What follows belongs to an exercise in optimizing a design on an open flow for small area, a short achievable clock period and few clock cycles per item; a production flow would make more cautious choices. RTL that was checked went through simulation tests only; none was proved equivalent to the original. Function not checked in run 2: the RTL went through the layout flow alone. No activity file was given, so power comes from the tool's default toggle rates.

$ cat flow/config.mk
export PLATFORM = sky130hd
export DESIGN_NAME = sio_core
export DESIGN_NICKNAME = sio_core
export VERILOG_FILES = /design/flow/design.v
export SDC_FILE = /design/flow/constraint.sdc
export NUM_CORES = 4
export LEC_CHECK = 0
export ABC_CLOCK_PERIOD_IN_PS = 6000
export CAP_MARGIN = 20
export CORE_MARGIN = 2
export CORE_UTILIZATION = 40
export SETUP_SLACK_MARGIN = 4
export SLEW_MARGIN = 20
$ cat flow/constraint.sdc
create_clock -name core_clock -period 10.0 [get_ports {clk}]
set_input_delay 2.0000 -clock core_clock [delete_from_list [all_inputs] [get_ports {clk}]]
set_output_delay 2.0000 -clock core_clock [all_outputs]
set_load 0.01 [all_outputs]
$ cat flow/design.v
module sio_core (
    input  wire        clk,
    input  wire        rst,
    input  wire        req_valid,
    output wire        req_ready,
    input  wire        req_evt,
    input  wire [63:0] req_data,
    input  wire        din_valid,
    output wire        din_ready,
    input  wire [7:0]  din,
    output reg         dout_valid,
    output reg  [7:0]  dout,
    output wire        rsp_valid,
    output wire [31:0] rsp,
    output reg         adp_valid,
    output reg  [15:0] adp,
    output wire        mat_req,
    output wire [7:0]  mat_len,
    input  wire [7:0]  mat_addr,
    output wire [7:0]  mat_data,
    input  wire        mat_ack,
    input  wire [31:0] mat_res
);
    localparam K    = 5;
    localparam CAP  = 1 << K;
    localparam [K-1:0] USABLE = CAP - 1;
    localparam [7:0] OP_OCCUPIED = 8'h01, OP_CAPUSE  = 8'h02, OP_ISFULL = 8'h03,
                     OP_PUSH     = 8'h04, OP_PEEK    = 8'h05, OP_POP    = 8'h06,
                     OP_WRITE    = 8'h10, OP_READ    = 8'h11,
                     OP_ENTX     = 8'h12, OP_DISTX   = 8'h13,
                     OP_ENRX     = 8'h14, OP_DISRX   = 8'h15,
                     OP_STATUS   = 8'h16, OP_FIND    = 8'h20;
    localparam [1:0] ST_IDLE = 2'd0, ST_TX = 2'd1, ST_RX = 2'd2, ST_ERR = 2'd3;
    localparam [4:0] CV_OVERFLOW = 5'd3, CV_UNDERFLOW = 5'd4, CV_STATE = 5'd5,
                     CV_MATCHER  = 5'd6, CV_ILLEGAL   = 5'd7;
    localparam [15:0] ADP_TX_ABORT = 16'h0002, ADP_RX_ONE = 16'h0003,
                      ADP_RX_ABORT = 16'h0004;
    localparam [1:0] P_ISSUE = 2'd0,    
                     P_KICK  = 2'd2,    
                     P_ADP2  = 2'd3;    
    localparam FD = 16;
    localparam FW = 4;
    localparam P = K + 1;               
    reg [7:0]   rxq_mem [0:CAP-1];
    reg [7:0]   txq_mem [0:CAP-1];
    reg [P-1:0] rx_start, rx_end, tx_start, tx_end;
    reg [P-1:0] rx_wp, tx_wp;       
    reg [1:0]   status;
    reg         rx_enabled, tx_enabled;
    reg         fault;
    reg [4:0]   fault_cause;
    reg         d_valid;
    reg [1:0]   d_ph;
    reg         d_evt;
    reg         d_occ, d_cap, d_isfull, d_push, d_peek, d_pop, d_write, d_read;
    reg         d_entx, d_distx, d_enrx, d_disrx, d_status, d_find, d_ill;
    reg         d_evrx, d_evtx, d_evill;
    reg         d_q;
    reg [23:0]  d_n;
    reg         d_nbig;        
    reg         d_nzero;       
    reg         d_none;        
    reg [4:0]   d_off;
    reg         d_obig;        
    reg [7:0]   d_byte;        
    reg [4:0]   d_rv;          
    reg         mat_cool;      
    reg          ia_v, ib_v;
    reg          ia_q, ib_q;
    reg [23:0]   ia_rem;               
    reg [K-1:0]  ib_rem;               
    reg [4:0]    ia_st, ib_st;         
    reg [FW-1:0] ia_slot, ib_slot;     
    reg          oa_v, ob_v;
    reg          oa_q, ob_q;
    reg [P-1:0]  oa_ptr, ob_ptr;       
    reg [4:0]    oa_cnt, ob_cnt;       
    reg          oa_pop, ob_pop;
    reg [P-1:0]  oa_rp, ob_rp;         
    reg [FW-1:0] oa_slot, ob_slot;
    reg [5:0]    f_mem [0:FD-1];
    reg [FW-1:0] f_head, f_tail;
    reg [FW:0]   f_cnt;
    wire [7:0]  i_opc  = req_data[7:0];
    wire        i_q    = req_data[8];
    wire        i_r0   = (req_data[15:9] == 7'd0);
    wire        i_n0   = (req_data[39:16] == 24'd0);
    wire        i_o0   = (req_data[63:40] == 24'd0);
    wire        i_fq   = i_r0 && i_n0 && i_o0;
    wire        i_fqn  = i_r0 && i_o0;
    wire        i_fz   = !i_q && i_fq;
    wire        i_fn   = !i_q && i_fqn;
    wire [7:0]  i_code = req_data[7:0];
    wire [7:0]  i_byte = req_data[15:8];
    wire c_occ    = (i_opc == OP_OCCUPIED) && i_fq;
    wire c_cap    = (i_opc == OP_CAPUSE)   && i_fq;
    wire c_isfull = (i_opc == OP_ISFULL)   && i_fq;
    wire c_push   = (i_opc == OP_PUSH)     && i_fqn;
    wire c_peek   = (i_opc == OP_PEEK)     && i_r0;
    wire c_pop    = (i_opc == OP_POP)      && i_fqn;
    wire c_write  = (i_opc == OP_WRITE)    && i_fn;
    wire c_read   = (i_opc == OP_READ)     && i_fn;
    wire c_entx   = (i_opc == OP_ENTX)     && i_fz;
    wire c_distx  = (i_opc == OP_DISTX)    && i_fz;
    wire c_enrx   = (i_opc == OP_ENRX)     && i_fz;
    wire c_disrx  = (i_opc == OP_DISRX)    && i_fz;
    wire c_status = (i_opc == OP_STATUS)   && i_fz;
    wire c_find   = (i_opc == OP_FIND)     && i_fqn;
    wire c_legal  = c_occ | c_cap | c_isfull | c_push | c_peek | c_pop | c_write |
                    c_read | c_entx | c_distx | c_enrx | c_disrx | c_status | c_find;
    wire e_rx     = (i_code == 8'h01);
    wire e_tx     = (i_code == 8'h02) && (i_byte == 8'h00);
    wire [K-1:0] rx_occ  = rx_end[K-1:0] - rx_start[K-1:0];
    wire [K-1:0] tx_occ  = tx_end[K-1:0] - tx_start[K-1:0];
    wire         rx_full = (rx_occ == USABLE);
    wire [K-1:0] tx_free = ~tx_occ;                  
    wire         tx_some = (tx_end != tx_start);     
    wire [P-1:0] tx_hd   = tx_wp - tx_start;
    wire         tx_head_ok = (tx_hd != {P{1'b0}}) && (!tx_hd[K] || tx_hd[K-1:0] == {K{1'b0}});
    wire         rx_pend = (rx_wp != rx_end);        
    wire [P-1:0] rx_rp = (oa_v && !oa_q) ? oa_rp : (ob_v && !ob_q) ? ob_rp : rx_start;
    wire [P-1:0] tx_rp = (oa_v &&  oa_q) ? oa_rp : (ob_v &&  ob_q) ? ob_rp : tx_start;
    wire [P-1:0] rx_use = rx_wp - rx_rp;
    wire [P-1:0] tx_use = tx_wp - tx_rp;
    wire         rx_room = (rx_use != CAP);          
    wire         tx_room = (tx_use != CAP);
    wire         qs      = d_write | d_entx | d_evtx | ((d_q & ~d_read) & ~d_evrx);
    wire [P-1:0] q_start = qs ? tx_start : rx_start;
    wire [P-1:0] q_end   = qs ? tx_end   : rx_end;
    wire [P-1:0] q_wp    = qs ? tx_wp    : rx_wp;
    wire [K-1:0] q_occ   = q_end[K-1:0] - q_start[K-1:0];
    wire         q_pend  = (q_wp != q_end);
    wire [K:0]   push_sum = {1'b0, q_occ} + {1'b0, d_n[4:0]};
    wire         push_bad = d_nbig || push_sum[K];
    wire [K:0]   peek_sum = {1'b0, d_off} + {1'b0, d_n[4:0]};
    wire         peek_bad = d_nbig || d_obig || ({1'b0, q_occ} < peek_sum);
    wire         pop_bad  = d_nbig || (q_occ < d_n[4:0]);
    wire [K-1:0] write_m  = (d_nbig || d_n[4:0] > tx_free) ? tx_free : d_n[4:0];
    wire [K-1:0] read_m   = (d_nbig || d_n[4:0] > rx_occ)  ? rx_occ  : d_n[4:0];
    wire        r_neg    = mat_res[31];
    wire        r_zero   = (mat_res == 32'd0);
    wire [K-1:0] r_negl  = {K{1'b0}} - mat_res[K-1:0];
    wire        r_dsmall = (&mat_res[31:K]) && (mat_res[K-1:0] != {K{1'b0}}) && (r_negl < q_occ);
    wire [K-1:0] ff_d    = r_zero ? {4'd0, q_occ != 0} : (r_dsmall ? r_negl : q_occ);
    wire        dc_small = (mat_res[30:24] != 7'd0) || (d_n < mat_res[23:0]);
    wire        r_big    = (mat_res[30:K] != 0) || (mat_res[K-1:0] > q_occ);
    wire [P-1:0] oa_wp   = oa_q ? tx_wp : rx_wp;
    wire [P-1:0] oa_dist = oa_wp - oa_ptr;
    wire         oa_avail = (oa_dist != {P{1'b0}}) && (!oa_dist[K] || oa_dist[K-1:0] == {K{1'b0}});
    wire         pa_q    = mat_req ? qs : oa_q;
    wire [K-1:0] pa_slot = mat_req ? (q_start[K-1:0] + mat_addr[K-1:0]) : oa_ptr[K-1:0];
    wire [7:0]   pa_byte = pa_q ? txq_mem[pa_slot] : rxq_mem[pa_slot];
    wire [7:0]   pc_byte = txq_mem[tx_start[K-1:0]];
    wire fifo_full = (f_cnt == FD);
    wire d_isdin = d_valid && d_ph == P_ISSUE && d_write && !d_nzero && !fault &&
                   !fifo_full && tx_room;
    wire i_fire  = din_valid && !ia_v && d_isdin;
    wire i_wr    = i_fire && (write_m != {K{1'b0}});
    wire kick_en = d_entx || (d_write && tx_enabled);
    wire k_some  = tx_some || (d_write && !d_nzero);    
    wire k_wait  = kick_en && k_some && ((status == ST_RX) || (status == ST_IDLE && !tx_head_ok));
    assign mat_req = d_valid && d_ph == P_ISSUE && d_find && !fault && !fifo_full &&
                     !q_pend && !mat_cool && !ob_v;
    reg go;                      
    reg fin;                     
    always @(*) begin
        go = 1'b0; fin = 1'b0;
        if (d_valid) begin
            case (d_ph)
            P_ISSUE: begin
                if (fifo_full)                   go = 1'b0;
                else if (fault)                  go = 1'b1;
                else if (d_evrx)                 go = (status != ST_RX) || (!rx_pend && rx_room);
                else if (d_evtx)                 go = (status != ST_TX) || !tx_some || tx_head_ok;
                else if (d_push || d_write)      go = d_nzero || (d_nbig ? !ia_v : !ib_v);
                else if (d_peek || d_pop || d_read) go = d_nzero || !ob_v;
                else if (d_find)                 go = mat_req && mat_ack;
                else                             go = 1'b1;
                fin = go && (fault || !(k_wait || (d_enrx && status == ST_TX)));
            end
            P_KICK:  begin go = tx_head_ok; fin = go; end
            default: begin go = 1'b1;       fin = 1'b1; end
            endcase
        end
    end
    reg         enq;             
    reg [4:0]   enq_v;
    reg         enq_f;
    reg         o_adp;   reg [15:0] o_adp_w;
    reg         il;              
    reg [K-1:0] il_st;
    reg         ol;              
    reg [P-1:0] ol_ptr;
    reg [K-1:0] ol_cnt;
    reg         ol_pop;
    reg         ev_we;
    reg [P-1:0] n_rx_end, n_tx_end;
    reg [1:0]   n_status;
    reg         n_rx_en, n_tx_en, n_fault;
    reg [4:0]   n_cause;
    reg [1:0]   n_ph;
    reg [4:0]   n_rv;
    reg [K-1:0] adv;             
    always @(*) begin
        enq = fin; enq_v = 5'd0; enq_f = 1'b0;
        o_adp = 1'b0; o_adp_w = 16'd0;
        il = 1'b0; il_st = {K{1'b0}};
        ol = 1'b0; ol_ptr = q_start; ol_cnt = {K{1'b0}}; ol_pop = 1'b1;
        ev_we = 1'b0; adv = {K{1'b0}};
        n_rx_end = rx_end; n_tx_end = tx_end;
        n_status = status; n_rx_en = rx_enabled; n_tx_en = tx_enabled;
        n_fault = fault; n_cause = fault_cause;
        n_ph = P_ISSUE; n_rv = d_rv;
        case (d_ph)
        P_ISSUE: begin
            if (fault) begin
                enq_f = !d_evt; enq_v = d_evt ? 5'd0 : fault_cause;
            end else if (d_evill) begin
                n_fault = 1'b1; n_cause = CV_ILLEGAL; n_status = ST_ERR;
            end else if (d_evrx) begin
                if (status != ST_RX) begin
                    n_fault = 1'b1; n_cause = CV_STATE; n_status = ST_ERR;
                end else if (rx_full) begin
                    n_rx_en = 1'b0;
                    o_adp = 1'b1; o_adp_w = ADP_RX_ABORT;
                    n_status = ST_IDLE;
                end else begin
                    ev_we = 1'b1;
                    n_rx_end = rx_end + 1'b1;
                    o_adp = 1'b1; o_adp_w = ADP_RX_ONE;
                end
            end else if (d_evtx) begin
                if (status != ST_TX) begin
                    n_fault = 1'b1; n_cause = CV_STATE; n_status = ST_ERR;
                end else if (!tx_some) begin
                    if (rx_enabled && !rx_full) begin
                        o_adp = 1'b1; o_adp_w = ADP_RX_ONE;
                        n_status = ST_RX;
                    end else begin
                        n_status = ST_IDLE;
                    end
                end else begin
                    adv = 5'd1;
                    o_adp = 1'b1; o_adp_w = {pc_byte, 8'h01};
                end
            end else if (d_ill) begin
                enq_f = 1'b1; enq_v = CV_ILLEGAL;
                n_fault = 1'b1; n_cause = CV_ILLEGAL;
            end else if (d_occ) begin
                enq_v = q_occ;
            end else if (d_cap) begin
                enq_v = USABLE;
            end else if (d_isfull) begin
                enq_v = {4'd0, q_occ == USABLE};
            end else if (d_push) begin
                if (push_bad) begin
                    enq_f = 1'b1; enq_v = CV_OVERFLOW;
                    n_fault = 1'b1; n_cause = CV_OVERFLOW;
                end else if (!d_nzero) begin
                    il = 1'b1; il_st = d_n[4:0];
                    if (qs) n_tx_end = tx_end + d_n[4:0];
                    else    n_rx_end = rx_end + d_n[4:0];
                end
            end else if (d_peek || d_pop) begin
                if (d_peek ? peek_bad : pop_bad) begin
                    enq_f = 1'b1; enq_v = CV_UNDERFLOW;
                    n_fault = 1'b1; n_cause = CV_UNDERFLOW;
                end else if (!d_nzero) begin
                    ol = 1'b1; ol_cnt = d_n[4:0]; ol_pop = d_pop;
                    ol_ptr = q_start + (d_pop ? 6'd0 : {1'b0, d_off});
                    if (d_pop) adv = d_n[4:0];
                end
            end else if (d_read) begin
                enq_v = read_m;
                if (read_m != {K{1'b0}}) begin
                    ol = 1'b1; ol_cnt = read_m;
                    adv = read_m;
                end
            end else if (d_write || d_entx) begin
                if (d_write) begin
                    n_tx_end = tx_end + write_m;
                    if (!d_nzero && !(i_fire && d_none)) begin
                        il = 1'b1; il_st = write_m - i_wr;
                    end
                end else begin
                    n_tx_en = 1'b1;
                end
                n_rv = d_write ? write_m : 5'd0;
                enq_v = n_rv;
                if (kick_en) begin
                    if (status == ST_RX) begin
                        o_adp = 1'b1; o_adp_w = ADP_RX_ABORT;
                        n_status = ST_IDLE;
                        if (k_some) n_ph = P_KICK;
                    end else if (status == ST_IDLE && k_some) begin
                        if (tx_head_ok) begin
                            adv = 5'd1;
                            o_adp = 1'b1; o_adp_w = {pc_byte, 8'h01};
                            n_status = ST_TX;
                        end else begin
                            n_ph = P_KICK;
                        end
                    end
                end
            end else if (d_distx) begin
                n_tx_en = 1'b0;
                if (status == ST_TX) begin
                    o_adp = 1'b1; o_adp_w = ADP_TX_ABORT;
                    n_status = ST_IDLE;
                end
            end else if (d_enrx) begin
                n_rx_en = 1'b1;
                if (status == ST_TX) begin
                    o_adp = 1'b1; o_adp_w = ADP_TX_ABORT;
                    n_status = ST_RX;
                    n_ph = P_ADP2;
                end else if (status == ST_IDLE) begin
                    o_adp = 1'b1; o_adp_w = ADP_RX_ONE;
                    n_status = ST_RX;
                end
            end else if (d_disrx) begin
                n_rx_en = 1'b0;
                if (status == ST_RX) begin
                    o_adp = 1'b1; o_adp_w = ADP_RX_ABORT;
                    n_status = ST_IDLE;
                end
            end else if (d_status) begin
                enq_v = {3'd0, status};
            end else if (d_find) begin
                if (r_neg || r_zero) begin
                    adv = ff_d;
                end else if (dc_small) begin
                end else if (r_big) begin
                    enq_f = 1'b1; enq_v = CV_MATCHER;
                    n_fault = 1'b1; n_cause = CV_MATCHER;
                end else begin
                    enq_v = mat_res[4:0];
                    ol = 1'b1; ol_cnt = mat_res[4:0];
                    adv = mat_res[4:0];
                end
            end
        end
        P_KICK: begin
            enq_v = d_rv;
            adv = 5'd1;
            o_adp = 1'b1; o_adp_w = {pc_byte, 8'h01};
            n_status = ST_TX;
        end
        default: begin  
            o_adp = 1'b1; o_adp_w = ADP_RX_ONE;
        end
        endcase
    end
    reg [P-1:0] n_rx_start, n_tx_start;
    always @(*) begin
        n_rx_start = rx_start;
        n_tx_start = tx_start;
        if (qs) n_tx_start = tx_start + adv;
        else    n_rx_start = rx_start + adv;
    end
    wire ia_wq    = ia_q ? tx_room : rx_room;
    assign din_ready = ia_v ? (ia_st == {K{1'b0}} || ia_wq) : d_isdin;
    wire din_fire = din_valid && din_ready;
    wire ds_wr    = din_fire && (ia_st != {K{1'b0}});
    wire ia_done  = din_fire && (ia_rem == 24'd1);
    wire ia_busy  = ia_v && !ia_done;
    wire il_go    = go && il;
    wire oa_step  = oa_v && oa_avail && !mat_req;
    wire oa_done  = oa_step && (oa_cnt == 5'd1);
    wire oa_busy  = oa_v && !oa_done;
    wire ol_go    = go && ol;
    wire req_fire = req_valid && req_ready;
    wire deq      = rsp_valid;
    assign req_ready = !d_valid || fin;
    assign mat_len   = {3'd0, q_occ};
    assign mat_data  = pa_byte;
    assign rsp_valid = (f_cnt != 0) && !(ia_v && ia_slot == f_head) && !(oa_v && oa_slot == f_head);
    assign rsp       = {f_mem[f_head][5], 26'd0, f_mem[f_head][4:0]};
    wire         ev_wr = go && ev_we;
    wire         rx_we = ev_wr || (ds_wr && !ia_q);
    wire [K-1:0] rx_wa = ev_wr ? rx_end[K-1:0] : rx_wp[K-1:0];
    wire [7:0]   rx_wd = ev_wr ? d_byte : din;
    wire         tx_we = (ds_wr && ia_q) || i_wr;
    always @(posedge clk) begin
        if (rx_we) rxq_mem[rx_wa] <= rx_wd;
        if (tx_we) txq_mem[tx_wp[K-1:0]] <= din;
        if (enq)   f_mem[f_tail] <= {enq_f, enq_v};
    end
    always @(posedge clk) begin
        dout <= pa_byte;
        if (go && o_adp) adp <= o_adp_w;
        if (req_fire) begin
            d_evt    <= req_evt;
            d_occ    <= !req_evt && c_occ;
            d_cap    <= !req_evt && c_cap;
            d_isfull <= !req_evt && c_isfull;
            d_push   <= !req_evt && c_push;
            d_peek   <= !req_evt && c_peek;
            d_pop    <= !req_evt && c_pop;
            d_write  <= !req_evt && c_write;
            d_read   <= !req_evt && c_read;
            d_entx   <= !req_evt && c_entx;
            d_distx  <= !req_evt && c_distx;
            d_enrx   <= !req_evt && c_enrx;
            d_disrx  <= !req_evt && c_disrx;
            d_status <= !req_evt && c_status;
            d_find   <= !req_evt && c_find;
            d_ill    <= !req_evt && !c_legal;
            d_evrx   <= req_evt && e_rx;
            d_evtx   <= req_evt && e_tx;
            d_evill  <= req_evt && !e_rx && !e_tx;
            d_q      <= i_q;
            d_n      <= req_data[39:16];
            d_nbig   <= (req_data[39:21] != 19'd0);
            d_nzero  <= i_n0;
            d_none   <= (req_data[39:16] == 24'd1);
            d_off    <= req_data[44:40];
            d_obig   <= (req_data[63:45] != 19'd0);
            d_byte   <= i_byte;
        end
        if (go) d_rv <= n_rv;
        if (ia_busy) begin
            if (din_fire) begin
                ia_rem <= ia_rem - 1'b1;
                if (ds_wr) ia_st <= ia_st - 1'b1;
            end
        end else if (ib_v) begin
            ia_q <= ib_q; ia_rem <= {19'd0, ib_rem}; ia_st <= ib_st; ia_slot <= ib_slot;
        end else begin
            ia_q <= qs; ia_rem <= d_n - i_fire; ia_st <= il_st; ia_slot <= f_tail;
        end
        if (il_go) begin
            ib_q <= qs; ib_rem <= d_n[K-1:0]; ib_st <= il_st; ib_slot <= f_tail;
        end
        if (oa_busy) begin
            if (oa_step) begin
                oa_ptr <= oa_ptr + 1'b1;
                oa_cnt <= oa_cnt - 1'b1;
                if (oa_pop) oa_rp <= oa_rp + 1'b1;
            end
        end else if (ob_v) begin
            oa_q <= ob_q; oa_ptr <= ob_ptr; oa_cnt <= ob_cnt; oa_pop <= ob_pop;
            oa_rp <= ob_rp; oa_slot <= ob_slot;
        end else begin
            oa_q <= qs; oa_ptr <= ol_ptr; oa_cnt <= ol_cnt; oa_pop <= ol_pop;
            oa_rp <= q_start; oa_slot <= f_tail;
        end
        if (ol_go) begin
            ob_q <= qs; ob_ptr <= ol_ptr; ob_cnt <= ol_cnt; ob_pop <= ol_pop;
            ob_rp <= q_start; ob_slot <= f_tail;
        end
        if (rst) begin
            d_valid     <= 1'b0;
            d_ph        <= P_ISSUE;
            mat_cool    <= 1'b0;
            ia_v        <= 1'b0;
            ib_v        <= 1'b0;
            oa_v        <= 1'b0;
            ob_v        <= 1'b0;
            rx_start    <= {P{1'b0}};
            rx_end      <= {P{1'b0}};
            rx_wp       <= {P{1'b0}};
            tx_start    <= {P{1'b0}};
            tx_end      <= {P{1'b0}};
            tx_wp       <= {P{1'b0}};
            status      <= ST_IDLE;
            rx_enabled  <= 1'b0;
            tx_enabled  <= 1'b0;
            fault       <= 1'b0;
            fault_cause <= 5'd0;
            dout_valid  <= 1'b0;
            adp_valid   <= 1'b0;
            f_head      <= {FW{1'b0}};
            f_tail      <= {FW{1'b0}};
            f_cnt       <= {(FW+1){1'b0}};
        end else begin
            dout_valid <= oa_step;
            adp_valid  <= go && o_adp;
            mat_cool   <= mat_req && mat_ack;
            if (req_fire)      begin d_valid <= 1'b1; d_ph <= P_ISSUE; end
            else if (fin)      begin d_valid <= 1'b0; d_ph <= P_ISSUE; end
            else if (go)       d_ph <= n_ph;
            if (go) begin
                rx_start    <= n_rx_start;
                rx_end      <= n_rx_end;
                tx_start    <= n_tx_start;
                tx_end      <= n_tx_end;
                status      <= n_status;
                rx_enabled  <= n_rx_en;
                tx_enabled  <= n_tx_en;
                fault       <= n_fault;
                fault_cause <= n_cause;
            end
            if (ev_wr) rx_wp <= rx_wp + 1'b1;
            if (ds_wr || i_wr) begin
                if (ia_q || i_wr) tx_wp <= tx_wp + 1'b1;
                else      rx_wp <= rx_wp + 1'b1;
            end
            ia_v <= ia_busy || ib_v || il_go;
            ib_v <= il_go ? (ia_busy || ib_v) : (ia_busy && ib_v);
            oa_v <= oa_busy || ob_v || ol_go;
            ob_v <= ol_go ? (oa_busy || ob_v) : (oa_busy && ob_v);
            if (enq) f_tail <= f_tail + 1'b1;
            if (deq) f_head <= f_head + 1'b1;
            f_cnt <= f_cnt + enq - deq;
        end
    end
endmodule
$ cat flow/run.sh
#!/bin/bash
# synth_recipe.tcl (not shown) runs the flow's synth.tcl, then flattens the netlist and writes it again
# the make line also repeats each setting of config.mk as NAME=value (left out here)
make -C /OpenROAD-flow-scripts/flow DESIGN_CONFIG=/design/flow/config.mk WORK_HOME=/design/flow/orfs CLKGATE_MAP_FILE= SYNTH_SCRIPT=/design/flow/synth_recipe.tcl finish
==> out/results.tsv, run 1 <==
stage	metric	value	unit
yosys	syn avg cell area	12.5	um2
clock_network	CTS tree	yes	
worst_setup_path	Bufs and invs on worst path	5	
worst_setup_path	Worst EP arrival	4660	ps
timing	Rel. slew slack	0.253	
drt	Final Routed Wirelength	133000	um
drt	# DRC	0	
yosys	Synth top area share	0.518	
die	die width	340	um
grt	antenna violations before repair	3	
yosys	Yosys Warn Count	1	
clock_network	clk root buf	clkbuf_16	
place	PortBufs	158	
yosys	Post-Syn Instances	3627	
timing	endpoints failing setup	0	
place	GPL Wtd Cong	0.943	
yosys	Yosys reg bits	863	
place	placed cell area	48400	um2
clock_network	clock net sink count	863	
drt	Avg WL per Cell	24.1	um
drt	drt pass-1 iters	5	
drt	via count	31692	
layout	Layout Utilization	0.488	
layout	area grow syn2layout	21.2	%
yosys	asr flop ratio synth	0	
worst_setup_path	CP Capture Type	output pin	
clock_network	Clk pin slew, worst setup/hold paths	60	ps
timing	final period utilization	0.666	
yosys	register area share after synthesis	0.555	
drt	Antenna Violating Nets Remaining	0	
timing	Fin. Hold Viols	0	
min_path	Hold WC Path Type	reg -> reg	
clock_network	Clock Path Buffers	3	
clock_network	CTS Buf Count	95	
grt	first-pass GRT wire length	197000	um
yosys	synthesized cell area	45200	um2
drt	Initial DRC Count	3224	
timing	Pins Over Slew Limit	0	
grt	largest net degree at the start of global routing	65	
timing	Max Fclk	0.150	GHz
die	die height	340	um
worst_setup_path	critical path class	reg -> out	
pwr	P_leak	20.1	nW
drt	drt via density	5.74	
yosys	ranking of synthesized cells by area	edfxtp_1 52%, mux2i_1 7.9%, mux4_2 5.5%	
yosys	most numerous cell in the Yosys netlist	edfxtp_1	
place	HPWL reported at the end of detailed placement	87700	um
layout	nets	4204	
worst_setup_path	CP Cell Sequence	or3_4 > nor2_4 > inv_8 > or3_4 > a21bo_4 > buf_12 > mux2_8 > buf_12 > buf_4 > mux2i_1 > mux2i_2 > mux2i_1 > mux2i_4 > o221ai_4 > mux2i_4 > buf_2	
grt	global route overflow	0	
clock_network	Clk Latency, worst-skew pair	700	ps
grt	vias in the first global route	30976	
yosys	area leader, netlist	edfxtp_1	
die	row count	123	
worst_setup_path	Crit Path Max Fanout	8	
yosys	Synth Flop Type	edfxtp_1	
outcome	status	finished clean	
worst_setup_path	Data required, critical path	8000	ps
yosys	Netlist cell types	108	
timing	Setup Skew	78.2	ps
yosys	Synth top cells by count	779 x edfxtp_1, 357 x mux2i_1, 334 x nand2_1	
clock_network	CTS Hold Bufs	0	
worst_setup_path	slowest CP cell	or3_4	
die	placeable core region	112000	um2
yosys	number of synthesized flops with an enable pin	779	
pwr	Worst VDD drop	0.132	mV
worst_setup_path	CP max stage delay	440	ps
grt	Global Route Usage Sum	0.225	
timing	Setup TNS	0	ps
timing	RSZ-0062 raised after global routing	true	
die	die area	116000	um2
worst_setup_path	crit-path leading delay family	multiplexers	
timing	Slew @ Worst Pin	1120	ps
layout	post-route cell area	54700	um2
pwr	total power per unit cell area	159	nW/um2
worst_setup_path	Worst Setup Start Kind	register	
layout	fillers	9714	
timing	minimum clock period	6660	ps
job	Max-Cap Viols	0	
die	Initial Utilization	0.403	
layout	layout cell share with drive strength beyond 1	0.186	
die	I/O pins	196	
clock_network	htree depth	3	
-- worst register-to-register path, stage by stage, from the launching register on --
cell	delay [ps]
edfxtp_1	380
buf_6	180
nor3b_4	310
nor2_4	120
buf_4	150
buf_4	140
inv_4	150
a21o_1	190
inv_1	70
fa_2	380
nor2b_2	150
a22oi_1	120
a22oi_2	290
a21oi_2	150
ha_1	300
inv_1	70
nor4_4	320
o311ai_1	180
a211oi_2	370
a21oi_1	70
o21ai_1	200
a31o_2	260
ha_1	220
nand2_1	70
a32oi_1	220
o21ai_1	150
a211oi_2	210
mux2_1	330
-- routing by layer --
layer | GRT usage | share of wire | wire length (um) | vias to the layer above
met5 | 0 | 0.00020 | 26 | -
met4 | 0.0745 | 0.031 | 4130 | 4
met3 | 0.0341 | 0.074 | 9920 | 244
met2 | 0.361 | 0.46 | 61700 | 1322
met1 | 0.314 | 0.43 | 57300 | 15712
li1 | - | - | - | 14410
-- cells by family (layout without fill, tap and decap cells) --
family,count (synthesis),in the layout,synth area share
compound gates,570,571,0.0851
xor+xnor,131,131,0.0254
fa+ha+maj,151,151,0.0429
buf+inv,343,694,0.0344
flops,863,863,0.555
mux,498,502,0.142
other cells,1,35,0.0000830
simple gates,1070,1070,0.115
-- worst paths after layout --
check / startpoint / slack [ps] / cells past startpoint / to
max reg2reg: d_evrx$_DFFE_PP_ / 4120 / 27 / tx_start[5]$_SDFFE_PP0P_
min reg2reg: rx_enabled$_SDFFE_PP0P_ / 480 / 2 / rx_enabled$_SDFFE_PP0P_
max: d_write$_DFFE_PP_ / 3340 / 16 / mat_data[4]
min: rx_enabled$_SDFFE_PP0P_ / 480 / 2 / rx_enabled$_SDFFE_PP0P_
-- what timing repair did --
item / CTS / global route
gates cloned: 15 / 1
pin swaps: 51 / 38
resized for setup: 308 / 88
endpoints found under the setup margin: 580 / 54
setup buffers: 101 / 39
-- where the power goes --
| part | internal [mW] | total (mW) | switching, mW |
|---|---|---|---|
| combinational | 0.515 | 1.14 | 0.626 |
| sequential | 4.00 | 4.08 | 0.0778 |
| clock | 2.01 | 3.49 | 1.48 |
-- cell type report --
type / instances / area (um2) / share of cell area
Antenna cell: 1 / 2.50 / 0.0000457
Clock buffer: 128 / 2550 / 0.0466
Clock inverter: 49 / 538 / 0.00983
Inverter: 134 / 514 / 0.00939
Multi-Input combinational cell: 2459 / 20100 / 0.367
Sequential cell: 863 / 25100 / 0.459
Tap cell: 1500 / 1880 / 0.0343
Timing Repair Buffer: 382 / 4030 / 0.0736
Timing Repair inverter: 1 / 6.26 / 0.000114
-- cell usage in the layout (no fill, tap or decap), types with 41 or more instances in the layout --
cell type        Yosys  routed
nor2_1             246     240
clkbuf_16            0      97
mux4_2             110     110
mux2i_1            357     295
mux2i_2              1      41
buf_4               47     158
dfxtp_1             84      75
nor4_1              44      41
inv_1              129     127
o21ai_0            104      91
nand3_1            117     113
and3_1              45      42
a21oi_1            154     137
clkdlybuf4s50_1      0     140
ha_1               143     133
nor3_1              57      54
xor2_1              46      42
xnor2_1             85      82
nand2_1            334     327
edfxtp_1           779     779
-- registers in the layout, summed over array words and instances, names as in the netlist, 8 cells and up, named ones only --
register  count
d_byte        8
d_n          24
rxq_mem     256
txq_mem     256
dout          8
adp          11
ia_rem       24
f_mem        96
-- stage by stage --
stage	total power, mW	setup slack (ps)	hold WS [ps]	std cells
2_1_floorplan	4.76	3970	424	3660
3_3_place_gp	5.14	1390	464	5183
3_5_place_dp	5.15	1370	468	5183
4_1_cts	8.75	3300	478	5476
5_1_grt	9.01	3230	498	5516
6_report	8.72	3340	483	5517
Testbench counts, summed over its fixed seeds: cycles 5,870, txns 3,200.
==> run 2, diff against run 1 <==
--- a/flow/design.v
+++ b/flow/design.v
@@ -8,12 +8,12 @@
     input  wire        din_valid,
     output wire        din_ready,
     input  wire [7:0]  din,
-    output reg         dout_valid,
-    output reg  [7:0]  dout,
+    output wire        dout_valid,
+    output wire [7:0]  dout,
     output wire        rsp_valid,
     output wire [31:0] rsp,
-    output reg         adp_valid,
-    output reg  [15:0] adp,
+    output wire        adp_valid,
+    output wire [15:0] adp,
     output wire        mat_req,
     output wire [7:0]  mat_len,
     input  wire [7:0]  mat_addr,
@@ -364,6 +364,8 @@
     wire ds_wr    = din_fire && (ia_st != {K{1'b0}});
     wire ia_done  = din_fire && (ia_rem == 24'd1);
     wire ia_busy  = ia_v && !ia_done;
+    wire [23:0] ia_src = ia_busy ? ia_rem : (ib_v ? {19'd0, ib_rem} : d_n);
+    wire        ia_dec = din_fire && (ia_busy || !ia_v);
     wire il_go    = go && il;
     wire oa_step  = oa_v && oa_avail && !mat_req;
     wire oa_done  = oa_step && (oa_cnt == 5'd1);
@@ -374,6 +376,10 @@
     assign req_ready = !d_valid || fin;
     assign mat_len   = {3'd0, q_occ};
     assign mat_data  = pa_byte;
+    assign dout      = pa_byte;
+    assign dout_valid = oa_step;
+    assign adp       = o_adp_w;
+    assign adp_valid = go && o_adp;
     assign rsp_valid = (f_cnt != 0) && !(ia_v && ia_slot == f_head) && !(oa_v && oa_slot == f_head);
     assign rsp       = {f_mem[f_head][5], 26'd0, f_mem[f_head][4:0]};
     wire         ev_wr = go && ev_we;
@@ -387,8 +393,6 @@
         if (enq)   f_mem[f_tail] <= {enq_f, enq_v};
     end
     always @(posedge clk) begin
-        dout <= pa_byte;
-        if (go && o_adp) adp <= o_adp_w;
         if (req_fire) begin
             d_evt    <= req_evt;
             d_occ    <= !req_evt && c_occ;
@@ -419,15 +423,13 @@
             d_byte   <= i_byte;
         end
         if (go) d_rv <= n_rv;
+        ia_rem <= ia_src - ia_dec;
         if (ia_busy) begin
-            if (din_fire) begin
-                ia_rem <= ia_rem - 1'b1;
-                if (ds_wr) ia_st <= ia_st - 1'b1;
-            end
+            if (ds_wr) ia_st <= ia_st - 1'b1;
         end else if (ib_v) begin
-            ia_q <= ib_q; ia_rem <= {19'd0, ib_rem}; ia_st <= ib_st; ia_slot <= ib_slot;
+            ia_q <= ib_q; ia_st <= ib_st; ia_slot <= ib_slot;
         end else begin
-            ia_q <= qs; ia_rem <= d_n - i_fire; ia_st <= il_st; ia_slot <= f_tail;
+            ia_q <= qs; ia_st <= il_st; ia_slot <= f_tail;
         end
         if (il_go) begin
             ib_q <= qs; ib_rem <= d_n[K-1:0]; ib_st <= il_st; ib_slot <= f_tail;
@@ -468,14 +470,10 @@
             tx_enabled  <= 1'b0;
             fault       <= 1'b0;
             fault_cause <= 5'd0;
-            dout_valid  <= 1'b0;
-            adp_valid   <= 1'b0;
             f_head      <= {FW{1'b0}};
             f_tail      <= {FW{1'b0}};
             f_cnt       <= {(FW+1){1'b0}};
         end else begin
-            dout_valid <= oa_step;
-            adp_valid  <= go && o_adp;
             mat_cool   <= mat_req && mat_ack;
             if (req_fire)      begin d_valid <= 1'b1; d_ph <= P_ISSUE; end
             else if (fin)      begin d_valid <= 1'b0; d_ph <= P_ISSUE; end
--- a/flow/config.mk
+++ b/flow/config.mk
@@ -8,6 +8,6 @@
 export ABC_CLOCK_PERIOD_IN_PS = 6000
 export CAP_MARGIN = 20
 export CORE_MARGIN = 2
-export CORE_UTILIZATION = 40
+export CORE_UTILIZATION = 60
 export SETUP_SLACK_MARGIN = 4
 export SLEW_MARGIN = 20
==> out/results.tsv, run 2 <==
stage	metric	value	unit	change
clock_network	CTS Buf Count	86		was 95
worst_setup_path	Worst EP arrival	4770	ps	was 4660 ps
timing	Pins Over Slew Limit	0		unchanged
drt	Met2 Routed Length	65300	um	was 61,700 um
die	die height	274	um	was 340 um
worst_setup_path	Crit Path Max Fanout	16		was 8
layout	Layout Utilization	0.721		was 0.488
pwr	total power per unit cell area	174	nW/um2	was 159 nW/um2
min_path	Hold WC Path Type	reg -> reg		unchanged
yosys	Synth Area in Simple Gates	0.149		was 0.115
yosys	syn avg cell area	11.9	um2	was 12.5 um2
layout	ANT cells	0		was 1
drt	DRT met1 WL	50100	um	was 57,300 um
drt	Antenna Violating Nets Remaining	0		unchanged
yosys	asr flop ratio synth	0		unchanged
yosys	area leader, netlist	edfxtp_1		unchanged
layout	commonest non-fill, non-tap cell in the layout	edfxtp_1		unchanged
layout	layout cell share with drive strength beyond 1	0.194		was 0.186
drt	Final Routed Wirelength	135000	um	was 133,000 um
yosys	most numerous cell in the Yosys netlist	edfxtp_1		unchanged
grt	Global Route Usage Sum	0.355		was 0.225
drt	drt via density	6.62		was 5.74
grt	vias in the first global route	31408		was 31.0k
clock_network	Clk pin slew, worst setup/hold paths	60	ps	about the same
yosys	synthesized cell area	43600	um2	was 45,200 um2
timing	Rel. slew slack	0.243		was 0.253
place	PortBufs	158		unchanged
drt	Avg WL per Cell	27.4	um	was 24.1 um
layout	multi-input logic area	19400	um2	was 20,100 um2
clock_network	htree depth	3		unchanged
timing	minimum clock period	6770	ps	was 6660 ps
drt	# DRC	0		unchanged
yosys	mux contribution to synthesized area	0.103		was 0.142
grt	global route overflow	0		unchanged
die	row count	98		was 123
drt	Initial DRC Count	3894		was 3,224
worst_setup_path	Worst Setup Start Kind	primary input		was register
clock_network	CTS Hold Bufs	0		unchanged
drt	top sig layer	met5		unchanged
timing	Fin. Hold Viols	0		unchanged
yosys	Yosys Warn Count	1		unchanged
timing	Slew @ Worst Pin	1130	ps	was 1120 ps
timing	Setup Skew	31.4	ps	was 78.2 ps
die	Initial Utilization	0.608		was 0.403
pwr	Worst VDD drop	0.141	mV	was 0.132 mV
timing	endpoints failing setup	0		unchanged
worst_setup_path	Data required, critical path	8000	ps	about the same
clock_network	clock net sink count	842		was 863
die	die width	274	um	was 340 um
drt	via count	32619		was 31.7k
timing	Setup TNS	0	ps	unchanged
layout	area grow syn2layout	18.6	%	was 21.2%
die	die area	74900	um2	was 116,000 um2
clock_network	Clk Latency, worst-skew pair	660	ps	was 700 ps
pwr	PnR Total Power	9.01	mW	was 8.72 mW
yosys	Synth top area share	0.512		was 0.518
layout	fillers	4774		was 9,714
yosys	Synth top cells by count	744 x edfxtp_1, 498 x nand2_1, 252 x nor2_1		was 779 x edfxtp_1, 357 x mux2i_1, 334 x nand2_1
yosys	ranking of synthesized cells by area	edfxtp_1 51%, mux4_2 7.3%, dfxtp_1 4.5%		was edfxtp_1 52%, mux2i_1 7.9%, mux4_2 5.5%
drt	drt pass-1 iters	6		was 5
drt	Met3 Wirelength	11600	um	was 9920 um
yosys	largest family of logic cells by synthesized area	simple AND/OR/NAND/NOR gates		was multiplexers
die	placeable core region	71700	um2	was 112,000 um2
grt	first-pass GRT wire length	197000	um	about the same
timing	Max Fclk	0.148	GHz	was 0.150 GHz
place	HPWL reported at the end of detailed placement	89300	um	was 87,700 um
yosys	adder-cell share of the synthesized area	0.0458		was 0.0429
grt	largest net degree at the start of global routing	84		was 65
yosys	register area share after synthesis	0.557		was 0.555
yosys	xor and xnor area share after synthesis	0.0243		was 0.0254
outcome	status	finished clean		unchanged
clock_network	clk root buf	clkbuf_16		unchanged
yosys	Yosys reg bits	842		was 863
layout	most frequent cells in the layout	744 x edfxtp_1, 491 x nand2_1, 237 x nor2_1		was 779 x edfxtp_1, 327 x nand2_1, 295 x mux2i_1
timing	RSZ-0062 raised after global routing	true		unchanged
yosys	Netlist cell types	102		was 108
yosys	compound-gate portion of the synthesized area	0.0838		was 0.0851
layout	register area	24300	um2	was 25,100 um2
die	I/O pins	196		unchanged
yosys	Post-Syn Instances	3672		was 3,627
worst_setup_path	critical path class	in -> out		was reg -> out
clock_network	Clock Path Buffers	3		unchanged
clock_network	CTS tree	yes		unchanged
worst_setup_path	CP Capture Type	output pin		unchanged
job	Max-Cap Viols	0		unchanged
place	GPL Wtd Cong	0.974		was 0.943
timing	final period utilization	0.677		was 0.666
yosys	Synth Flop Type	edfxtp_1		unchanged
grt	antenna violations before repair	1		was 3
pwr	P_leak	18.2	nW	was 20.1 nW
yosys	number of synthesized flops with an enable pin	744		was 779
layout	nets	4183		was 4,204
[run 2: changes by cell type after synthesis, moves of 23 or more]
cell,previous run,this run
buf_2,49,17
nand2_1,334,498
clkbuf_1,89,140
edfxtp_1,779,744
mux4_2,110,142
nand4_1,35,58
nand3_1,117,226
mux2i_1,357,103
[run 2: per-stage QoR]
stage                     hold WS (ps)  instances  instance area [um2]  setup WS, ps
final                              454       4931                51700          3230
after global routing               485       4931                51700          3180
after CTS                          454       4883                50800          3310
after detailed placement           447       4642                46200          1730
after global placement             437       4641                46100          1760
after floorplan                    424       3705                43800          3830
[run 2: final cells by class]
cell class                      count  share of cell area
Tap cell                          950              0.0230
Timing Repair Buffer              349              0.0649
Inverter                          137              0.0104
Sequential cell                   842               0.471
Multi-Input combinational cell   2499               0.375
Clock buffer                      121              0.0472
Clock inverter                     33             0.00922
[run 2: layer usage]
layer,global-route usage,vias to the layer above
met5,0,-
met2,0.589,1823
met4,0.181,2
met3,0.0558,351
li1,-,14243
met1,0.454,16200
[run 2: repair_timing]
item / 4_1_cts / 5_1_grt
endpoints found under the setup margin: 864 / 300
resized for setup: 318 / 134
buffers inserted: 79 / 47
gates cloned: 8 / 1
pin swaps: 81 / 79
[run 2: worst paths after layout]
kind,end,cells after the start,slack [ps],from
max,dout[4],13,3230,mat_addr[0]
min,ia_rem[6]$_DFF_P_,2,450,ia_rem[6]$_DFF_P_
max reg2reg,tx_start[4]$_SDFFE_PP0P_,33,4010,d_write$_DFFE_PP_
min reg2reg,ia_rem[6]$_DFF_P_,2,450,ia_rem[6]$_DFF_P_
[run 2: power by group]
part / internal (mW) / switching [mW]
Sequential: 3.91 / 0.0988
Clock: 1.93 / 1.39
Combinational: 0.708 / 0.972
[run 2: cell families after synthesis]
group / Yosys count
and+or+nand+nor: 1370
DFF: 842
AOI/OAI and AO/OA: 546
buffers and inverters: 368
muxes: 270
adders and majority gates: 155
xor gates and xnor gates: 120
other: 1
[run 2: critical path: stages]
cell and delay, ps:
buf_6 110, ha_4 150, ha_2 160, a311o_2 410
buf_6 160, xor2_4 250, a21oi_2 120, nor2b_1 140
buf_4 250, a32oi_2 350, nand3_1 230, and4_1 260
buf_2 140
==> run 3, diff against run 2 <==
--- a/flow/design.v
+++ b/flow/design.v
@@ -36,10 +36,11 @@
     localparam [15:0] ADP_TX_ABORT = 16'h0002, ADP_RX_ONE = 16'h0003,
                       ADP_RX_ABORT = 16'h0004;
     localparam [1:0] P_ISSUE = 2'd0,    
+                     P_FJOB  = 2'd1,    
                      P_KICK  = 2'd2,    
                      P_ADP2  = 2'd3;    
-    localparam FD = 16;
-    localparam FW = 4;
+    localparam FD = 8;
+    localparam FW = 3;
     localparam P = K + 1;               
     reg [7:0]   rxq_mem [0:CAP-1];
     reg [7:0]   txq_mem [0:CAP-1];
@@ -55,7 +56,7 @@
     reg         d_occ, d_cap, d_isfull, d_push, d_peek, d_pop, d_write, d_read;
     reg         d_entx, d_distx, d_enrx, d_disrx, d_status, d_find, d_ill;
     reg         d_evrx, d_evtx, d_evill;
-    reg         d_q;
+    reg         d_qs;          
     reg [23:0]  d_n;
     reg         d_nbig;        
     reg         d_nzero;       
@@ -65,12 +66,22 @@
     reg [7:0]   d_byte;        
     reg [4:0]   d_rv;          
     reg         mat_cool;      
-    reg          ia_v, ib_v;
-    reg          ia_q, ib_q;
+    reg         d_fpop;        
+    reg          ia_v;
+    reg          ia_q;
     reg [23:0]   ia_rem;               
-    reg [K-1:0]  ib_rem;               
-    reg [4:0]    ia_st, ib_st;         
-    reg [FW-1:0] ia_slot, ib_slot;     
+    reg [4:0]    ia_st;                
+    reg [FW-1:0] ia_slot;              
+    localparam IQ = 2;
+    localparam IQW = 1;
+    localparam JW = 1 + K + K + FW;
+    reg [JW-1:0]  iq_mem [0:IQ-1];
+    reg [IQW-1:0] iq_head, iq_tail;
+    reg [IQW:0]   iq_cnt;
+    wire          iq_some = (iq_cnt != 0);
+    wire          iq_full = (iq_cnt == IQ);
+    wire [JW-1:0] iq_top  = iq_mem[iq_head];
+    wire [FW-1:0] iq_lslot = iq_mem[iq_tail - 1'b1][FW-1:0];
     reg          oa_v, ob_v;
     reg          oa_q, ob_q;
     reg [P-1:0]  oa_ptr, ob_ptr;       
@@ -78,9 +89,12 @@
     reg          oa_pop, ob_pop;
     reg [P-1:0]  oa_rp, ob_rp;         
     reg [FW-1:0] oa_slot, ob_slot;
+    localparam ZW = 3;
     reg [5:0]    f_mem [0:FD-1];
+    reg [ZW-1:0] f_z   [0:FD-1];       
     reg [FW-1:0] f_head, f_tail;
     reg [FW:0]   f_cnt;
+    reg          f_hz;                 
     wire [7:0]  i_opc  = req_data[7:0];
     wire        i_q    = req_data[8];
     wire        i_r0   = (req_data[15:9] == 7'd0);
@@ -124,7 +138,7 @@
     wire [P-1:0] tx_use = tx_wp - tx_rp;
     wire         rx_room = (rx_use != CAP);          
     wire         tx_room = (tx_use != CAP);
-    wire         qs      = d_write | d_entx | d_evtx | ((d_q & ~d_read) & ~d_evrx);
+    wire         qs      = d_qs;
     wire [P-1:0] q_start = qs ? tx_start : rx_start;
     wire [P-1:0] q_end   = qs ? tx_end   : rx_end;
     wire [P-1:0] q_wp    = qs ? tx_wp    : rx_wp;
@@ -147,8 +161,9 @@
     wire [P-1:0] oa_wp   = oa_q ? tx_wp : rx_wp;
     wire [P-1:0] oa_dist = oa_wp - oa_ptr;
     wire         oa_avail = (oa_dist != {P{1'b0}}) && (!oa_dist[K] || oa_dist[K-1:0] == {K{1'b0}});
-    wire         pa_q    = mat_req ? qs : oa_q;
-    wire [K-1:0] pa_slot = mat_req ? (q_start[K-1:0] + mat_addr[K-1:0]) : oa_ptr[K-1:0];
+    wire         pa_mat  = mat_req;
+    wire         pa_q    = pa_mat ? qs : oa_q;
+    wire [K-1:0] pa_slot = pa_mat ? (q_start[K-1:0] + mat_addr[K-1:0]) : oa_ptr[K-1:0];
     wire [7:0]   pa_byte = pa_q ? txq_mem[pa_slot] : rxq_mem[pa_slot];
     wire [7:0]   pc_byte = txq_mem[tx_start[K-1:0]];
     wire fifo_full = (f_cnt == FD);
@@ -160,7 +175,7 @@
     wire k_some  = tx_some || (d_write && !d_nzero);    
     wire k_wait  = kick_en && k_some && ((status == ST_RX) || (status == ST_IDLE && !tx_head_ok));
     assign mat_req = d_valid && d_ph == P_ISSUE && d_find && !fault && !fifo_full &&
-                     !q_pend && !mat_cool && !ob_v;
+                     !q_pend && !mat_cool;
     reg go;                      
     reg fin;                     
     always @(*) begin
@@ -172,13 +187,14 @@
                 else if (fault)                  go = 1'b1;
                 else if (d_evrx)                 go = (status != ST_RX) || (!rx_pend && rx_room);
                 else if (d_evtx)                 go = (status != ST_TX) || !tx_some || tx_head_ok;
-                else if (d_push || d_write)      go = d_nzero || (d_nbig ? !ia_v : !ib_v);
+                else if (d_push || d_write)      go = d_nzero || (d_nbig ? !ia_v : !iq_full);
                 else if (d_peek || d_pop || d_read) go = d_nzero || !ob_v;
                 else if (d_find)                 go = mat_req && mat_ack;
                 else                             go = 1'b1;
-                fin = go && (fault || !(k_wait || (d_enrx && status == ST_TX)));
+                fin = go && (fault || !(k_wait || (d_enrx && status == ST_TX) || (d_find && ob_v)));
             end
             P_KICK:  begin go = tx_head_ok; fin = go; end
+            P_FJOB:  begin go = !d_fpop || !ob_v; fin = go; end
             default: begin go = 1'b1;       fin = 1'b1; end
             endcase
         end
@@ -201,6 +217,7 @@
     reg [1:0]   n_ph;
     reg [4:0]   n_rv;
     reg [K-1:0] adv;             
+    reg         n_fpop;
     always @(*) begin
         enq = fin; enq_v = 5'd0; enq_f = 1'b0;
         o_adp = 1'b0; o_adp_w = 16'd0;
@@ -210,7 +227,7 @@
         n_rx_end = rx_end; n_tx_end = tx_end;
         n_status = status; n_rx_en = rx_enabled; n_tx_en = tx_enabled;
         n_fault = fault; n_cause = fault_cause;
-        n_ph = P_ISSUE; n_rv = d_rv;
+        n_ph = P_ISSUE; n_rv = d_rv; n_fpop = 1'b0;
         case (d_ph)
         P_ISSUE: begin
             if (fault) begin
@@ -333,13 +350,26 @@
                 end else if (r_big) begin
                     enq_f = 1'b1; enq_v = CV_MATCHER;
                     n_fault = 1'b1; n_cause = CV_MATCHER;
-                end else begin
+                end else if (!ob_v) begin
                     enq_v = mat_res[4:0];
                     ol = 1'b1; ol_cnt = mat_res[4:0];
                     adv = mat_res[4:0];
+                end else begin
+                    n_fpop = 1'b1; n_rv = mat_res[4:0];
+                end
+                if (ob_v) begin
+                    n_ph = P_FJOB;
+                    if (!n_fpop) n_rv = 5'd0;
                 end
             end
         end
+        P_FJOB: begin
+            enq_f = fault; enq_v = fault ? CV_MATCHER : d_rv;
+            if (d_fpop) begin
+                ol = 1'b1; ol_cnt = d_rv;
+                adv = d_rv;
+            end
+        end
         P_KICK: begin
             enq_v = d_rv;
             adv = 5'd1;
@@ -364,15 +394,26 @@
     wire ds_wr    = din_fire && (ia_st != {K{1'b0}});
     wire ia_done  = din_fire && (ia_rem == 24'd1);
     wire ia_busy  = ia_v && !ia_done;
-    wire [23:0] ia_src = ia_busy ? ia_rem : (ib_v ? {19'd0, ib_rem} : d_n);
+    wire [23:0] ia_src = ia_busy ? ia_rem : (iq_some ? {19'd0, iq_top[JW-2:JW-1-K]} : d_n);
     wire        ia_dec = din_fire && (ia_busy || !ia_v);
     wire il_go    = go && il;
-    wire oa_step  = oa_v && oa_avail && !mat_req;
+    wire iq_pop   = !ia_busy && iq_some;
+    wire iq_push  = il_go && (ia_busy || iq_some);
+    wire oa_step  = oa_v && oa_avail && !pa_mat;
     wire oa_done  = oa_step && (oa_cnt == 5'd1);
     wire oa_busy  = oa_v && !oa_done;
     wire ol_go    = go && ol;
     wire req_fire = req_valid && req_ready;
     wire deq      = rsp_valid;
+    wire [FW-1:0] f_last = f_tail - 1'b1;
+    wire [ZW-1:0] z_head = f_z[f_head];
+    wire [ZW-1:0] z_last = f_z[f_last];
+    wire z_end    = f_hz ? (z_head == 1) : (z_head == 0);   
+    wire enq_zero = !enq_f && enq_v == 5'd0 && !ol_go && !il_go &&
+                    !(ia_v && ia_slot == f_tail) && !(iq_some && iq_lslot == f_tail);
+    wire merge    = enq && enq_zero && f_cnt != 0 && z_last != {ZW{1'b1}};
+    wire enq_new  = enq && !merge;
+    wire pop      = deq && z_end && !(merge && f_last == f_head);
     assign req_ready = !d_valid || fin;
     assign mat_len   = {3'd0, q_occ};
     assign mat_data  = pa_byte;
@@ -380,8 +421,8 @@
     assign dout_valid = oa_step;
     assign adp       = o_adp_w;
     assign adp_valid = go && o_adp;
-    assign rsp_valid = (f_cnt != 0) && !(ia_v && ia_slot == f_head) && !(oa_v && oa_slot == f_head);
-    assign rsp       = {f_mem[f_head][5], 26'd0, f_mem[f_head][4:0]};
+    assign rsp_valid = (f_cnt != 0) && (f_hz || !((ia_v && ia_slot == f_head) || (oa_v && oa_slot == f_head)));
+    assign rsp       = f_hz ? 32'd0 : {f_mem[f_head][5], 26'd0, f_mem[f_head][4:0]};
     wire         ev_wr = go && ev_we;
     wire         rx_we = ev_wr || (ds_wr && !ia_q);
     wire [K-1:0] rx_wa = ev_wr ? rx_end[K-1:0] : rx_wp[K-1:0];
@@ -390,7 +431,13 @@
     always @(posedge clk) begin
         if (rx_we) rxq_mem[rx_wa] <= rx_wd;
         if (tx_we) txq_mem[tx_wp[K-1:0]] <= din;
-        if (enq)   f_mem[f_tail] <= {enq_f, enq_v};
+        if (enq_new) f_mem[f_tail] <= {enq_f, enq_v};
+        if (enq_new) f_z[f_tail] <= {ZW{1'b0}};
+        if (merge && deq && f_hz && f_last == f_head) begin
+        end else begin
+            if (merge)              f_z[f_last] <= z_last + 1'b1;
+            if (deq && f_hz && !pop) f_z[f_head] <= z_head - 1'b1;
+        end
     end
     always @(posedge clk) begin
         if (req_fire) begin
@@ -413,7 +460,7 @@
             d_evrx   <= req_evt && e_rx;
             d_evtx   <= req_evt && e_tx;
             d_evill  <= req_evt && !e_rx && !e_tx;
-            d_q      <= i_q;
+            d_qs     <= req_evt ? (e_tx || (i_q && !e_rx)) : (c_write || c_entx || (i_q && !c_read));
             d_n      <= req_data[39:16];
             d_nbig   <= (req_data[39:21] != 19'd0);
             d_nzero  <= i_n0;
@@ -423,16 +470,17 @@
             d_byte   <= i_byte;
         end
         if (go) d_rv <= n_rv;
+        if (go) d_fpop <= n_fpop;
         ia_rem <= ia_src - ia_dec;
         if (ia_busy) begin
             if (ds_wr) ia_st <= ia_st - 1'b1;
-        end else if (ib_v) begin
-            ia_q <= ib_q; ia_st <= ib_st; ia_slot <= ib_slot;
+        end else if (iq_some) begin
+            ia_q <= iq_top[JW-1]; ia_st <= iq_top[K+FW-1:FW]; ia_slot <= iq_top[FW-1:0];
         end else begin
             ia_q <= qs; ia_st <= il_st; ia_slot <= f_tail;
         end
-        if (il_go) begin
-            ib_q <= qs; ib_rem <= d_n[K-1:0]; ib_st <= il_st; ib_slot <= f_tail;
+        if (iq_push) begin
+            iq_mem[iq_tail] <= {qs, d_n[K-1:0], il_st, f_tail};
         end
         if (oa_busy) begin
             if (oa_step) begin
@@ -456,7 +504,9 @@
             d_ph        <= P_ISSUE;
             mat_cool    <= 1'b0;
             ia_v        <= 1'b0;
-            ib_v        <= 1'b0;
+            iq_head     <= {IQW{1'b0}};
+            iq_tail     <= {IQW{1'b0}};
+            iq_cnt      <= {(IQW+1){1'b0}};
             oa_v        <= 1'b0;
             ob_v        <= 1'b0;
             rx_start    <= {P{1'b0}};
@@ -473,6 +523,7 @@
             f_head      <= {FW{1'b0}};
             f_tail      <= {FW{1'b0}};
             f_cnt       <= {(FW+1){1'b0}};
+            f_hz        <= 1'b0;
         end else begin
             mat_cool   <= mat_req && mat_ack;
             if (req_fire)      begin d_valid <= 1'b1; d_ph <= P_ISSUE; end
@@ -494,13 +545,16 @@
                 if (ia_q || i_wr) tx_wp <= tx_wp + 1'b1;
                 else      rx_wp <= rx_wp + 1'b1;
             end
-            ia_v <= ia_busy || ib_v || il_go;
-            ib_v <= il_go ? (ia_busy || ib_v) : (ia_busy && ib_v);
+            ia_v <= ia_busy || iq_some || il_go;
+            if (iq_push) iq_tail <= iq_tail + 1'b1;
+            if (iq_pop)  iq_head <= iq_head + 1'b1;
+            iq_cnt <= iq_cnt + iq_push - iq_pop;
             oa_v <= oa_busy || ob_v || ol_go;
             ob_v <= ol_go ? (oa_busy || ob_v) : (oa_busy && ob_v);
-            if (enq) f_tail <= f_tail + 1'b1;
-            if (deq) f_head <= f_head + 1'b1;
-            f_cnt <= f_cnt + enq - deq;
+            if (enq_new) f_tail <= f_tail + 1'b1;
+            if (pop)     f_head <= f_head + 1'b1;
+            if (deq)     f_hz   <= !pop;
+            f_cnt <= f_cnt + enq_new - pop;
         end
     end
 endmodule
--- a/flow/config.mk
+++ b/flow/config.mk
@@ -5,7 +5,7 @@
 export SDC_FILE = /design/flow/constraint.sdc
 export NUM_CORES = 4
 export LEC_CHECK = 0
-export ABC_CLOCK_PERIOD_IN_PS = 6000
+export ABC_AREA = 1
 export CAP_MARGIN = 20
 export CORE_MARGIN = 2
 export CORE_UTILIZATION = 60
==> out/results.tsv, run 3 <==
stage	metric	value	unit	change
place	HPWL reported at the end of detailed placement	92200	um	was 89,300 um
grt	GR Util met3	0.0573		was 0.0558
timing	Pins Over Slew Limit	0		unchanged
die	placeable core region	74600	um2	was 71,700 um2
drt	# DRC	0		unchanged
drt	Antenna Violating Nets Remaining	0		unchanged
pwr	P_leak	20.2	nW	was 18.2 nW
layout	ANT cells	0		unchanged
grt	global route overflow	0		unchanged
layout	Layout Utilization	0.706		was 0.721
worst_setup_path	CP Cell Sequence	buf_6 > ha_4 > fa_1 > nor2_2 > nor2_4 > buf_12 > inv_16 > buf_16 > o21ai_0 > o22ai_1 > o211ai_1 > nand3_1 > nand3_1 > nand2_2 > buf_6		was buf_6 > ha_4 > ha_2 > a311o_2 > buf_6 > xor2_4 > a21oi_2 > nor2b_1 > buf_4 > a32oi_2 > nand3_1 > and4_1 > buf_2
yosys	area leader, netlist	edfxtp_1		unchanged
grt	Top Usage Layer GRT	met2		unchanged
yosys	number of synthesized flops with an enable pin	732		was 744
yosys	register area share after synthesis	0.530		was 0.557
drt	drt via density	6.28		was 6.62
die	die area	77600	um2	was 74,900 um2
place	GPL Wtd Cong	1.02		was 0.974
yosys	Synth Flop Type	edfxtp_1		unchanged
layout	layout cell share with drive strength beyond 1	0.0998		was 0.194
die	row count	100		was 98
worst_setup_path	CP Capture Type	output pin		unchanged
timing	Setup Skew	48.6	ps	was 31.4 ps
timing	Hold Slack	451	ps	was 454 ps
timing	Setup TNS	0	ps	unchanged
layout	nets	5460		was 4,183
yosys	Synth top cells by count	757 x nand2_1, 746 x nor2_1, 732 x edfxtp_1		was 744 x edfxtp_1, 498 x nand2_1, 252 x nor2_1
clock_network	Clock Path Buffers	3		unchanged
grt	largest net degree at the start of global routing	87		was 84
job	Max-Cap Viols	0		unchanged
grt	GRT met2 Usage	0.591		was 0.589
timing	Max Fclk	0.150	GHz	was 0.148 GHz
yosys	Netlist cell types	71		was 102
layout	most frequent cells in the layout	734 x nor2_1, 732 x edfxtp_1, 725 x nand2_1		was 744 x edfxtp_1, 491 x nand2_1, 237 x nor2_1
worst_setup_path	Worst Setup Start Kind	primary input		unchanged
yosys	asr flop ratio synth	0		unchanged
worst_setup_path	critical path class	in -> out		unchanged
worst_setup_path	slowest CP cell	fa_1		was a311o_2
yosys	Post-Syn Instances	5006		was 3,672
outcome	status	finished clean		unchanged
yosys	Yosys Warn Count	1		unchanged
timing	endpoints failing setup	0		unchanged
drt	Avg WL per Cell	23.5	um	was 27.4 um
die	Initial Utilization	0.607		was 0.608
grt	vias in the first global route	36472		was 31.4k
drt	Initial DRC Count	5106		was 3,894
timing	Fin. Hold Viols	0		unchanged
clock_network	Clk pin slew, worst setup/hold paths	60	ps	about the same
clock_network	CTS Buf Count	87		was 86
clock_network	clk root buf	clkbuf_16		unchanged
drt	via count	39059		was 32.6k
yosys	Yosys reg bits	831		was 842
yosys	Synth top area share	0.486		was 0.512
worst_setup_path	Crit Path Max Fanout	9		was 16
pwr	Worst VDD drop	0.188	mV	was 0.141 mV
die	die width	279	um	was 274 um
clock_network	clock net sink count	831		was 842
clock_network	CTS tree	yes		unchanged
die	die height	279	um	was 274 um
worst_setup_path	CP max stage delay	530	ps	was 410 ps
drt	drt pass-1 iters	9		was 6
timing	minimum clock period	6660	ps	was 6770 ps
layout	commonest non-fill, non-tap cell in the layout	nor2_1		was edfxtp_1
worst_setup_path	Data required, critical path	8000	ps	about the same
grt	first-pass GRT wire length	215000	um	was 197,000 um
place	placed cell area	47400	um2	was 46,200 um2
grt	Global Route Usage Sum	0.364		was 0.355
clock_network	Clk Latency, worst-skew pair	660	ps	about the same
yosys	ranking of synthesized cells by area	edfxtp_1 49%, o21ai_0 6.7%, nand2_1 6.3%		was edfxtp_1 51%, mux4_2 7.3%, dfxtp_1 4.5%
layout	post-route cell area	52600	um2	was 51,700 um2
grt	antenna violations before repair	7		was 1
grt	met1 GRT Util	0.480		was 0.454
drt	Final Routed Wirelength	146000	um	was 135,000 um
pwr	total power per unit cell area	229	nW/um2	was 174 nW/um2
yosys	most numerous cell in the Yosys netlist	nand2_1		was edfxtp_1
timing	Rel. slew slack	0.142		was 0.243
min_path	Hold WC Path Type	reg -> reg		unchanged
clock_network	htree depth	3		unchanged
place	PortBufs	158		unchanged
clock_network	CTS Hold Bufs	0		unchanged
worst_setup_path	Worst EP arrival	4660	ps	was 4770 ps
layout	area grow syn2layout	16.3	%	was 18.6%
yosys	syn avg cell area	9.03	um2	was 11.9 um2
die	I/O pins	196		unchanged
timing	final period utilization	0.666		was 0.677
yosys	synthesized cell area	45200	um2	was 43,600 um2
timing	Slew @ Worst Pin	1290	ps	was 1130 ps
timing	RSZ-0062 raised after global routing	true		unchanged
-- run 3: cell count changes after synthesis, sizes merged, moves of 49 or more --
cell | before | now
o221ai | 4 | 71
nor2 | 253 | 758
nand2 | 499 | 770
o21ai | 108 | 636
o211ai | 32 | 135
clkbuf | 143 | 192
mux4 | 142 | 0
mux2i | 103 | 2
inv | 135 | 433
a21oi | 161 | 260
o22ai | 7 | 86
-- run 3: logic make-up (layout without fill, tap and decap cells) --
group | Yosys count | after routing | share of synthesized area
AOI/OAI and AO/OA | 1272 | 1272 | 0.162
muxes | 3 | 3 | 0.000692
and+or+nand+nor | 1948 | 1948 | 0.180
other | 1 | 34 | 0.0000829
xor gates and xnor gates | 79 | 79 | 0.0153
buffers and inverters | 709 | 922 | 0.0646
DFF | 831 | 831 | 0.530
adders and majority gates | 163 | 163 | 0.0469
-- run 3: worst paths after layout --
kind	endpoint	slack, ps	cells after the start	from
worst max register to register	f_cnt[2]$_SDFF_PP0_	4290	35	d_qs$_DFFE_PP_
worst max-delay path	mat_data[0]	3340	15	mat_addr[0]
worst min register to register	tx_enabled$_SDFFE_PP0P_	450	2	tx_enabled$_SDFFE_PP0P_
worst min-delay path	tx_enabled$_SDFFE_PP0P_	450	2	tx_enabled$_SDFFE_PP0P_
-- run 3: critical path, delay by kind of cell --
family,cells,cell delay [ps]
AOI/OAI and AO/OA,3,520
and+or+nand+nor,5,750
buffers and inverters,5,680
adders and majority gates,2,680
-- run 3: cell type report --
cell class / count / area [um2]
clock buffer: 104 / 2300
tap: 969 / 1210
timing repair inverter: 9 / 116
multi-input combinational: 3499 / 19200
fill: 5730 / 22000
clock inverter: 57 / 601
timing repair buffer: 310 / 3470
inverter: 442 / 1740
sequential: 831 / 24000
-- run 3: what timing repair did --
action,in CTS,in global routing
setup endpoints to repair,228,210
gates cloned,20,6
buffers inserted,26,53
gates resized for setup,231,157
pin swaps,72,64
-- run 3: metrics by stage --
stage	setup WS [ps]	total power [mW]	cells
2_1_floorplan	3970	6.89	5039
3_3_place_gp	1850	8.05	5953
3_5_place_dp	1740	8.12	5953
4_1_cts	3370	11.7	6160
5_1_grt	3330	12.6	6221
6_report	3340	12.1	6221
-- run 3: where the power goes --
group | switching [mW] | total [mW] | internal [mW]
combinational | 2.96 | 4.52 | 1.56
clock | 1.41 | 3.30 | 1.89
sequential | 0.213 | 4.24 | 4.03
-- run 3: metal layers --
layer | vias up | wire length (um)
met1 | 18349 | 55800
met5 | - | 10
met2 | 2291 | 67300
met3 | 473 | 14500
met4 | 2 | 8300
li1 | 17944 | -
Testbench counts of run 3, summed over its fixed seeds: cycles 5,525, txns 3,200.

[re-timing with driven ports]
The results above use ideal ports. As a check the final layouts listed here were re-extracted and re-timed, cells and wires unchanged. Step 1, drivers: a clkbuf_16 drives clk and a buf_2 each remaining input, both assumed. Step 2 times the ports against the registers' clock, not the clock port: input delays grow and output delays shrink by t, the midpoint of the rising clock arrivals with the driver on. Slacks: ideal / step 1 / step 2; pairs: ideal / step 1.
run | shift t [ns] | setup slack, ns | worst hold slack (ns) | slew at the worst register clock pin (ns) | cell pins on the clock port's net
run 1 | 0.741 | 3.344 / 3.268 / 3.326 | 0.483 / 0.483 / 0.483 | 0.06 / 0.06 | 1
run 2 | 0.710 | 3.226 / 3.136 / 3.136 | 0.454 / 0.454 / 0.454 | 0.07 / 0.07 | 1
run 3 | 0.706 | 3.339 / 3.303 / 3.307 | 0.451 / 0.451 / 0.451 | 0.07 / 0.07 | 1
After both steps setup and hold are still met in every run listed. The setup slack of run 2, which loses most, moves by -0.090 ns with the drivers and by -0.090 ns with both steps.
